Source: an optimization exercise on an open RTL-to-GDS flow (aim: small area, a short achievable clock period and few clock cycles per item). Production flows keep margins and buffers that such runs may drop.
The RTL was checked by simulation tests, not by an equivalence proof against the original design.
Power figures rest on the tool's default switching activity, not on a simulated workload.

## flow/design.v (module list and top-level ports; edited modules follow where they fit)
// module rgpfe_lane: 44 lines
// module rgpfe_kernel: 2037 lines
module rgpfe_kernel (
    input  wire        clk,
    input  wire        rst,
    input  wire        in_valid,
    output wire        in_ready,
    input  wire [7:0]  in_mode,
    input  wire        in_fmt,      
    input  wire [63:0] in_c,
    input  wire [63:0] in_a1,
    input  wire [63:0] in_a2,
    input  wire [63:0] in_a3,
    input  wire [63:0] in_a4,
    input  wire [63:0] in_a5,
    input  wire [63:0] in_a6,
    input  wire [63:0] in_a7,
    input  wire [63:0] in_a8,
    output wire        out_valid,
    input  wire        out_ready,
    output wire [63:0] out_data
);
  // ...
==> flow/run.sh <==
#!/bin/bash
# synth_recipe.tcl (not shown) runs the flow's synth.tcl, then flattens the netlist and writes it again
# the make line also repeats each setting of config.mk as NAME=value (left out here)
make -C /OpenROAD-flow-scripts/flow DESIGN_CONFIG=/design/flow/config.mk WORK_HOME=/design/flow/orfs CLKGATE_MAP_FILE= SYNTH_SCRIPT=/design/flow/synth_recipe.tcl finish
==> flow/config.mk <==
export PLATFORM = sky130hd
export DESIGN_NAME = rgpfe_kernel
export DESIGN_NICKNAME = rgpfe_kernel
export VERILOG_FILES = /design/flow/design.v
export SDC_FILE = /design/flow/constraint.sdc
export NUM_CORES = 4
export LEC_CHECK = 0
export CAP_MARGIN = 20
export CORE_MARGIN = 2
export CORE_UTILIZATION = 30
export PLACE_DENSITY = 0.45
export SLEW_MARGIN = 20
==> flow/constraint.sdc <==
create_clock -name core_clock -period 20.0 [get_ports {clk}]
set_input_delay 4.0000 -clock core_clock [delete_from_list [all_inputs] [get_ports {clk}]]
set_output_delay 4.0000 -clock core_clock [all_outputs]
set_load 0.01 [all_outputs]
==> qor.yml, run 1 <==
synthesis:
  synthSimpleGateAreaFrac_pct: 9.01
  synth-adder-area-share_pct: 31.6
  synth_top_family_by_area: "adder cells"
  synth_top_cell_area_share_pct: 17.4
  synth-seq-cells: 1415
  synth_compound_area_share_pct: 22.0
  synth_area_per_cell_sq_um: 8.88
  ys_warn_count: 2
  synth.distinct_cells: 87
sta:
  relSlewSlack_pct: 15.8
  slew_violations: 0
  final_hold_viol_count: 0
  tightestPinTransition_ps: 1260
placement:
  hpwl_mm: 417
  place_ws_ps: 12990
  dpl_cell_area_sq_mm: 0.138
critical_path:
  cpMostUsedCell: "maj3_2"
  path_class: "flip-flop to flip-flop"
  rrSetupSlack_ps: 13250
  cp-start-kind: "flip-flop"
  r2r_cells: 17
  setup.worst_path.start: "r_a6[48]$_DFF_P_"
  r2r-start: "r_a6[48]$_DFF_P_"
  path_max_fanout: 11
clock_tree:
  cts.path.max_buffers: 4
  insertion_delay_ps: 940
grt:
  antenna_found_initial: 56
  grt_pass1_wl_mm: 764
  grtUsageMet2_pct: 36.7
detailed_routing:
  detail_route.wl_per_cell_um: 26.4
  antenna_left: 0
  topRoutingLayerUsed: "met5"
  drc_errors: 0
layout:
  layout.nonclk_buf_share_pct: 5.54
  nNetsFinal: 17000
  diodes: 86
  inverters_excl_clock: 1781
  fin_area_sq_mm: 0.145
hold_path:
  worstHoldEndpoint: "uu_c[2]$_DFF_P_"
  holdPathStages: 0
status:
  status: "complete, no violations"
pwr:
  maxPowerGroup: "combinational logic"
  ir_worst_vdd_uv: 232
  p_comb_w: 0.0188
  power_density_mw_per_mm2: 186
Testbench counts, summed over its fixed seeds: cycles 16,032, items 16,000.
==> run 2: changes to the inputs <==
--- a/flow/design.v
+++ b/flow/design.v
@@ -163,18 +163,18 @@
     genvar j, p, q;
     generate
         for (j = 0; j < 8; j = j + 1) begin : g_lane
             assign cb[j] = r_c[8*j +: 8];
             assign ab[j] = {r_a7[8*j +: 8], r_a6[8*j +: 8], r_a5[8*j +: 8], r_a4[8*j +: 8],
                             r_a3[8*j +: 8], r_a2[8*j +: 8], r_a1[8*j +: 8], r_a0[8*j +: 8]};
             for (p = 0; p < 8; p = p + 1) begin : g_p
                 for (q = p + 1; q < 8; q = q + 1) begin : g_q
-                    assign {pg[j][p*(15-p)/2 + (q-p-1)], pe[j][p*(15-p)/2 + (q-p-1)]} =
-                        cmp8(ab[j][8*p +: 8], ab[j][8*q +: 8]);
+                    assign pg[j][p*(15-p)/2 + (q-p-1)] = ab[j][8*p +: 8] > ab[j][8*q +: 8];
+                    assign pe[j][p*(15-p)/2 + (q-p-1)] = ab[j][8*p +: 8] >= ab[j][8*q +: 8];
                 end
             end
         end
         for (j = 0; j < 8; j = j + 2) begin : g_pair_a
             wire [27:0] gj = pg[j+1] | (pe[j+1] & pg[j]);
             wire [27:0] g_l = r_fmt[j/2] ? gj : pg[j];
             wire [27:0] g_u = r_fmt[j/2] ? gj : pg[j+1];
             rgpfe_lane u_lo (.g(g_l), .km1(km1), .a(ab[j]),
==> flow/flow/run.sh (new file) <==
#!/bin/bash
# Layout flow: the standard ORFS flow (standard.sh), unchanged, with
# ORFS's own timing repair (run after floorplan, CTS and global routing)
# asked to aim for more setup slack than the 20 ns clock needs, so the
# critical paths are sized for a shorter achieved period.
# The design, SDC, clock period and all other settings are the standard flow's.
set -euo pipefail
bash standard.sh SETUP_SLACK_MARGIN=15 TNS_END_PERCENT=5 finish > flow_standard.log 2>&1
==> flow/standard.sh (new file) <==
#!/bin/bash
# synth_recipe.tcl (not shown) runs the flow's synth.tcl, then flattens the netlist and writes it again
# the make line also repeats each setting of config.mk as NAME=value (left out here)
make -C /OpenROAD-flow-scripts/flow DESIGN_CONFIG=/design/flow/config.mk WORK_HOME=/design/flow/orfs CLKGATE_MAP_FILE= SYNTH_SCRIPT=/design/flow/synth_recipe.tcl "${@:-finish}"
==> flow/config.mk (replaced) <==
export PLATFORM = sky130hd
export DESIGN_NAME = rgpfe_kernel
export DESIGN_NICKNAME = rgpfe_kernel
export VERILOG_FILES = /design/flow/design.v
export SDC_FILE = /design/flow/constraint.sdc
export NUM_CORES = 4
export LEC_CHECK = 0
export CAP_MARGIN = 20
export CORE_MARGIN = 2
export CORE_UTILIZATION = 45
export PLACE_DENSITY = 0.6
export SLEW_MARGIN = 20
removed: flow/run.sh
==> run 2 against run 1 <==
  * Clock-buffer cell count shrank 4
  * Final cell count shrank 6.7%
  * Still clean on timing, DRC and antenna
  * Highest routed layer unchanged
  * Sequential cell count is the same
  * Critical endpoint is now out_data[14]
  * Worst setup slack gained 1100 ps
  * Die area shrank 29%
  * Core utilization grew 17 points
  * Synthesized cell count shrank 1.4%
  * Hold slack lost 9.6 ps
  * Largest cell class unchanged
==> qor.yml, run 2 <==
status:
  status: "complete, no violations"
grt:
  grt-ovfl-total: 0
  first_global_vias: 107000
  grt_max_degree: 142
  antenna_found_initial: 27  # -52%
  grt_usage_pct: 29.4
  grt_pass1_wl_mm: 673  # -12%
placement:
  dpl_cell_area_sq_mm: 0.145  # +5.3%
  hpwl_mm: 360  # -14%
  place.port_buffers: 654
  gp_congestion: 0.974
pwr:
  p_int_w: 0.0138
  fin_total_pwr_w: 0.0269
  p_sw_w: 0.0132
  seqPwrFrac_pct: 16.6
  ir_worst_vdd_uv: 279  # +20%
  combinationalPowerShare_pct: 71.2
  p_leak_nw: 70.7
  clkPwrFrac_pct: 12.1
  swShare_pct: 48.9
  power_density_mw_per_mm2: 175  # -6.1%
detailed_routing:
  vias: 109000
  drc_errors: 0  # unchanged
  antenna_left: 0  # unchanged
  drt_first_pass_iters: 7
  post_drt_via_cell_ratio: 5.83
  routed_wl_mm: 456
  initialDrtViolationCount: 9198
  detail_route.wl_per_cell_um: 24.3  # -8.0%
sta:
  final_hold_viol_count: 0  # unchanged
  slew_violations: 0  # unchanged
  fin_skew_ps: 79.3
  setup_viol: 0
  min_period_ps: 5690
  rsz0062_at_grt: "true"
  relSlewSlack_pct: 27.7  # +12 points
  tightestPinTransition_ps: 1080  # -175 ps
  period_share_pct: 28.5
  fmax_mhz: 176
  setup_tns_ps: 0
synthesis:
  yosysMostFrequentCell: "ha_1"
  synth_area_per_cell_sq_um: 9.59  # +7.9%
  synth_area_leaders: "ha_1 24%, dfxtp_1 16%, fa_1 13%"
  synth_area_sq_mm: 0.134
  ys_async_sr_fraction_pct: 0
  ys_warn_count: 2  # unchanged
  yosysSeqAreaShare_pct: 23.6
  synthCells: 14000
  synth-seq-cells: 1415  # unchanged
  synth_area_leader_cell: "ha_1"
  ys.flop_type: "dfxtp_1"
  synth.distinct_cells: 108  # +24%
  synth_top_cell_area_share_pct: 23.9  # +6.5 points
  synth_edf_count: 320
  synth_common_cells: "2557 x ha_1, 1721 x inv_1, 1095 x dfxtp_1"
critical_path:
  cp_slowest_cell: "clkdlybuf4s15_1"
  path_class: "flip-flop to output pin"
  path_buf_inv: 1
  path_max_fanout: 1  # -10
  rrSetupSlack_ps: 14490  # +1240 ps
  path_cells: "clkdlybuf4s15_1"
  slowest_delay_ps: 460
  critPathCaptureType: "output pin"
  path_delay_family: "buffers and inverters"
  worst_ep_arrival_time_ps: 1690
  cp-start-kind: "flip-flop"
  required_ps: 16000
layout:
  final_cell_mix: "2545 x ha_1, 1689 x inv_1, 947 x dfxtp_1"
  drive_gt1_share_pct: 7.45
  area_growth_pct: 15.1
  final_common_cell: "ha_1"
  nNetsFinal: 18700  # +10%
  fin_area_sq_mm: 0.154  # +6.6%
clock_tree:
  ctsHoldBuffers: 0
  insertion_delay_ps: 900  # -40 ps
  cts.path.max_buffers: 4  # unchanged
  cts.sinks: 1415
  h-tree-depth: 4
  clk_pin_slew_ps: 60
  cts_buffers: 171
  tritoncts: "yes"
  cts_root_buffer: "clkbuf_16"
floorplanning:
  die_x_um: 549
  core-area_sq_mm: 0.296
  ios: 655
  start_util_pct: 45.2
  dieArea_sq_mm: 0.302
  dieHeight_um: 549
  fp-row-count: 200
run:
  max-cap-violations: 0
hold_path:
  hold_path_class: "flip-flop to flip-flop"
==> run 2: cell types whose count changed after synthesis, moves of 238 or more <==
cell,change
a21oi_1,-246
nand4_1,+238
clkbuf_1,-525
nand2_1,-298
ha_1,+1420
maj3_1,-677
o21a_1,+385
nor2_1,-301
==> run 2: power by group through the flow <==
stage / clock network (W) / registers [W] / logic [W]
after global placement: 0 / 0.00453 / 0.0184
after floorplan: 0 / 0.00413 / 0.0138
after detailed placement: 0 / 0.00453 / 0.0185
after CTS: 0.00335 / 0.00447 / 0.0186
final: 0.00327 / 0.00448 / 0.0192
after global routing: 0.00346 / 0.00453 / 0.0215
==> run 2: cell type report <==
cell class / count / area [sq um]
well taps: 3939 / 4930
fillers: 27400 / 142000
flip-flops and latches: 1415 / 31800
inverters: 1727 / 6560
multi-input cells: 10600 / 96800
clock buffers: 220 / 4710
diodes: 7 / 17.5
clock inverters: 90 / 1130
repair buffers: 813 / 8040
==> run 2: final timing paths <==
kind / startpoint / endpoint / depth (start not counted)
setup / recovery: hd[14]$_DFFE_PN_ / out_data[14] / 1
hold / removal: mean9_b[0]$_DFF_P_ / mean9_c[0]$_DFF_P_ / 0
setup reg to reg: fmt_c[0]$_DFF_P_ / hd[39]$_DFFE_PN_ / 14
hold reg to reg: mean9_b[0]$_DFF_P_ / mean9_c[0]$_DFF_P_ / 0
==> run 2: cells by family after synthesis <==
| group | after synthesis | synth area share (%) |
|---|---|---|
| xor gates and xnor gates | 451 | 2.95 |
| AOI/OAI and AO/OA | 3690 | 18.2 |
| adders and majority gates | 3512 | 37.6 |
| DFF | 1415 | 23.6 |
| buffers and inverters | 1986 | 5.59 |
| other | 1 | 0.00280 |
| and+or+nand+nor | 2682 | 10.3 |
| muxes | 226 | 1.74 |
==> run 2: through the flow <==
| step | std cells | utilization [%] | setup slack, ps | hold slack, ps |
|---|---|---|---|---|
| 4_1_cts | 18700 | 51.0 | 14270 | 331 |
| 2_1_floorplan | 14000 | - | 13830 | 310 |
| 3_5_place_dp | 18400 | 49.0 | 13580 | 316 |
| 6_report | 18800 | 52.0 | 14310 | 327 |
| 5_1_grt | 18800 | 52.0 | 14260 | 332 |
| 3_3_place_gp | 18400 | 49.0 | 13560 | 314 |
==> run 2: layer usage <==
metal | global-route usage [%] | wire length (um)
met5 | 0.0475 | 106
met3 | 4.45 | 35700
met2 | 45.7 | 198000
met1 | 40.8 | 201000
met4 | 11.5 | 20900
==> run 2: worst reg2reg max path, delay by kind of cell, from the launching register on <==
kind	cells	cell delay [ps]
fa+ha+maj	3	1360
buf+inv	1	540
mux	1	160
flops	1	750
compound gates	6	1640
simple gates	2	500
xor+xnor	1	350
==> run 2: what timing repair did <==
item | in CTS | in global routing
resized for setup | 173 | 536
pin swaps | 0 | 88
setup endpoints to repair | 318 | 472
buffers inserted | 0 | 84
Testbench counts of run 2, summed over its fixed seeds: cycles 16,032, items 16,000.

==> re-timing with driven ports <==
The results above use ideal ports. As a check the final layouts listed here were re-extracted and re-timed, cells and wires unchanged.
Step 1 assumes that a clkbuf_16 drives the clock port and a buf_2 every other input.
Step 2 adds t to the input delays and takes it off the output delays; t is the mean of the earliest and latest rising clock arrival at the registers after step 1. Input paths then give back, and output paths get back, about the clock's delay inside the block.
a / b / c = ideal / step 1 / step 2; a / b = the first two.
run | t (ns) | setup slack, ns | slew at the worst register clock pin (ns)
run 1 | 1.030 | 13.248 / 13.248 / 13.060 | 0.07 / 0.07
run 2 | 0.951 | 14.308 / 14.213 / 13.627 | 0.07 / 0.07
After both steps setup and hold are still met in every run listed. For run 2, which loses most, drivers alone change the setup slack by -0.095 ns; drivers and shift together by -0.681 ns.
